This design comes from an exercise in tuning for small area, a short achievable clock period and few clock cycles per item on the open sky130 flow, not from production work. The RTL was checked by simulation tests, not by an equivalence proof against the original design. Power figures rest on the tool's default switching activity, not on a simulated workload.

==> flow/design.v <==
module frame_decoder #(
    parameter MAX_LEN = 64
) (
    input  wire       clk,
    input  wire       rst,
    input  wire       rx_valid,
    output wire       rx_ready,
    input  wire [7:0] rx_data,
    output reg        out_valid,
    input  wire       out_ready,
    output reg  [7:0] out_data,
    output reg  [1:0] out_status,
    output reg        out_last
);
    localparam MAX_SPAN = MAX_LEN + 3;   
    localparam P        = MAX_LEN - 1;   
    localparam R        = P + 2;         
    localparam QD       = 8;             
    localparam ST_OK      = 2'd0;
    localparam ST_BAD     = 2'd1;
    localparam ST_BAD_CRC = 2'd2;
    function [15:0] crc_step(input [15:0] c, input [7:0] b);
        reg [7:0] x;
        begin
            x = c[15:8] ^ b;
            x = x ^ (x >> 4);
            crc_step = (c << 8) ^ ({8'd0, x} << 12) ^ ({8'd0, x} << 5) ^ {8'd0, x};
        end
    endfunction
    reg        rdy;        
    reg        h0;         
    reg [7:0]  d0;
    reg        z0;         
    reg        w_ok;       
    reg        hunt;
    reg [6:0]  slen;       
    reg        s0;         
    reg        sf;         
    reg [6:0]  cnt;        
    reg        c0;         
    reg [5:0]  nt;         
    reg [7:0]  u_new;      
    reg [7:0]  u_old;      
    reg [15:0] crc;        
    reg        in_dp;      
    reg [8:0]  ring [0:R-1];   
    reg [6:0]  wl;         
    reg        wl_last;    
    reg [6:0]  rl;         
    reg        rl0;        
    reg        l0;         
    reg        lfull;      
    reg        ldir;       
    reg [QD-1:0] q;        
    reg [QD-1:0] qv;       
    reg        hv;         
    reg [7:0]  hd;
    assign rx_ready = rdy;
    wire       q_ne    = qv[0];
    wire       go      = h0 & rdy;     
    wire       enter   = go & hunt & z0;
    wire       acc     = go & ~hunt;
    wire       take    = acc & ~z0 & ~sf;
    wire       emit    = take & ~(c0 & s0);
    wire [7:0] e       = c0 ? 8'h00 : d0;
    wire       dwr     = emit & nt[1];
    wire       close   = acc & z0 & ~s0;
    wire       over    = acc & ~z0 & sf;
    wire       bad     = ~c0 | ~nt[5];
    wire       crc_ok  = (crc == {u_new, u_old});
    wire [1:0] verdict = (over | bad) ? ST_BAD : crc_ok ? ST_OK : ST_BAD_CRC;
    wire       mark    = close | over;
    wire       wr      = w_ok & (dwr | mark | ~in_dp);
    wire [8:0] wdata   = dwr  ? {1'b1, u_old} :
                         mark ? {1'b0, 5'd0, 1'b1, verdict} : 9'd0;
    wire [8:0] s       = ring[P];
    wire       s_byte  = s[8];
    wire       s_mark  = ~s[8] & s[2];
    wire       s_fill  = ~s[8] & ~s[2];
    wire       room    = ~out_valid | out_ready;
    wire       r_at    = rl0 & ~l0;
    wire       c_byte  = s_byte & (~hv | (q_ne & (~q[0] | room)));
    wire       c_mark  = s_mark & q_ne & room;
    wire       rd      = r_at & (s_fill | c_byte | c_mark);
    wire       emit_h  = r_at & s_byte & hv & q_ne & q[0] & room;
    wire       emit_m  = r_at & c_mark;
    integer k;
    always @(posedge clk) begin
        ring[0] <= wr ? wdata : ring[R-1];
        for (k = 1; k < R; k = k + 1) ring[k] <= ring[k-1];
    end
    wire       up      = wr & ~rd;
    wire       dn      = ~wr & rd;
    wire [6:0] wl_i    = wl_last ? 7'd0 : wl + 1'b1;
    wire       lz_n    = up ? (rl == 7'd0) : dn ? (wl == R - 2) : (l0 | lfull);
    wire       ldir_n  = up | (ldir & ~dn);
    wire       full_n  = lz_n & ldir_n;
    wire       l0_n    = lz_n & ~ldir_n;
    wire       w_ok_n  = (wr | wl_last) & ~full_n;
    wire       okb     = (verdict == ST_OK);
    wire       q_ok_n  = ~qv[QD-2];          
    wire       h0_n    = rdy ? rx_valid : h0;
    always @(posedge clk) begin
            if (enter) begin
                slen <= 7'd0;
                s0   <= 1'b1;
                sf   <= 1'b0;
                cnt  <= 7'd0;
                c0   <= 1'b1;
                nt   <= 6'd0;
                crc  <= 16'hFFFF;
            end
            if (take) begin
                slen <= slen + 1'b1;
                s0   <= 1'b0;
                sf   <= (slen == MAX_SPAN - 1);
                if (c0) begin
                    cnt <= d0[7] ? 7'h7F : (d0[6:0] - 1'b1);
                    c0  <= (d0 == 8'h01);
                end else begin
                    cnt <= cnt - 1'b1;
                    c0  <= (cnt == 7'd1);
                end
            end
            if (emit) begin
                if (nt[1]) crc <= crc_step(crc, u_old);
                u_old <= u_new;
                u_new <= e;
                nt    <= {nt[4:0], 1'b1};
            end
    end
    integer j;
    always @(posedge clk) begin
        if (rst) begin
            rdy   <= 1'b1;
            h0    <= 1'b0;
            w_ok  <= 1'b1;
            hunt  <= 1'b1;
            in_dp <= 1'b0;
            wl    <= 7'd0;
            wl_last <= 1'b0;
            rl    <= R - P - 1;
            rl0   <= 1'b0;
            l0    <= 1'b1;
            lfull <= 1'b0;
            ldir  <= 1'b0;
            qv    <= {QD{1'b0}};
            hv    <= 1'b0;
            out_valid <= 1'b0;
        end else begin
            rdy <= ~h0_n | (w_ok_n & q_ok_n);
            h0  <= h0_n;
            if (rdy) begin
                d0 <= rx_data;
                z0 <= (rx_data == 8'h00);
            end
            if (enter) hunt <= 1'b0;
            if (mark)  hunt <= 1'b1;
            if (dwr)  in_dp <= 1'b1;
            if (mark) in_dp <= 1'b0;
            wl      <= wr ? 7'd0 : wl_i;
            wl_last <= ~wr & (wl == R - 2);
            l0      <= l0_n;
            lfull   <= full_n;
            ldir    <= ldir_n;
            w_ok    <= w_ok_n;
            for (j = 0; j < QD; j = j + 1) begin
                if (mark && (emit_m ? (qv[j] && (j == QD - 1 || !qv[j+1]))
                                    : ((j == 0 || qv[j-1]) && !qv[j])))
                    q[j] <= okb;
                else if (emit_m)
                    q[j] <= (j == QD - 1) ? 1'b0 : q[j+1];
                if (emit_m)
                    qv[j] <= (j == QD - 1) ? mark & qv[j] : (qv[j+1] | (mark & qv[j]));
                else
                    qv[j] <= qv[j] | (mark & (j == 0 || qv[j-1]));
            end
            rl  <= rd ? 7'd0 : (rl == R - 1) ? 7'd0 : rl + 1'b1;
            rl0 <= rd | (rl == R - 1);
            if (rd & s_byte) begin
                hv <= 1'b1;
                hd <= s[7:0];
            end
            if (emit_m) hv <= 1'b0;
            if (room) begin
                out_valid  <= emit_h | emit_m;
                out_data   <= hd;
                out_status <= emit_m ? s[1:0] : ST_OK;
                out_last   <= emit_m;
            end
        end
    end
endmodule
clock: 6.0 ns
lec_check: 0
abc_area: 1
cap_margin: 20
core_margin: 2
core_utilization: 60
cts_cluster_diameter: 70
cts_cluster_size: 26
place_density: 0.75
setup_slack_margin: 3.9
slew_margin: 20
run.sh (not shown) runs the stock make flow with config.mk's settings and CLKGATE_MAP_FILE= SYNTH_SCRIPT=/design/flow/synth_recipe.tcl, a recipe that flattens the netlist after the stock synthesis.
The starting point ran to the end with no violations.
Testbench counts at the start, summed over its fixed seeds: cycles 46,880, frames 1,200.
Edit:
Settings changed: SETUP_SLACK_MARGIN 3.9 to 3.7.
The new run produced a clean layout.
Via count drops by 0.69%.
Power hardly moves.
Synthesized area is unchanged.
Fmax hardly moves.
Wire length drops by 0.77%.
Edit:
Settings changed: CORE_UTILIZATION 60 to 70, PLACE_DENSITY 0.75 to 0.85.
Result:
- utilization grows by 11 points
- global-route usage goes up by 6.5 points
- synthesized cell count stays the same
- die area shrinks by roughly a tenth
- worst setup slack got worse by 22 ps
- clock power stays flat
- routed wire length rose by about a fifth
Edit:
Settings changed: CORE_UTILIZATION 70 to 60, PLACE_DENSITY 0.85 to 0.75, SETUP_SLACK_MARGIN 3.7 to 4.2.
The new run completed with no timing, DRC or antenna violations.
Non-clock buffer count went up by 21.
Wire length went down by about 15%.
Clock skew is about the same.

static timing again, ports no longer ideal:
The flow's constraints put no driver on any port. The routed layouts listed below were extracted and timed again, unchanged, in two steps. Step 1: set_driving_cell puts a clkbuf_16 on clk and a buf_2 on each other input, an assumption about the parent block. Step 2 also shifts input and output timing later by t, the mid clock arrival at the registers, as if the neighbouring blocks saw the same clock. Three values: ideal, step 1, step 2; two values: the first two.
run	shift t [ns]	setup WS [ns]	clock arrival spread, ns	worst data-port slew with drivers (ns)
the first run	0.631	3.642 / 3.595 / 3.336	0.023 / 0.023	0.03
the second run	0.635	3.647 / 3.601 / 3.272	0.022 / 0.022	0.04
the third run	0.629	3.625 / 3.578 / 3.187	0.023 / 0.023	0.04
the fourth run	0.575	3.720 / 3.674 / 3.456	0.028 / 0.028	0.04
After both steps setup and hold are still met in every run listed. For the third run, which loses most, drivers alone change the setup slack by -0.047 ns; drivers and shift together by -0.438 ns.
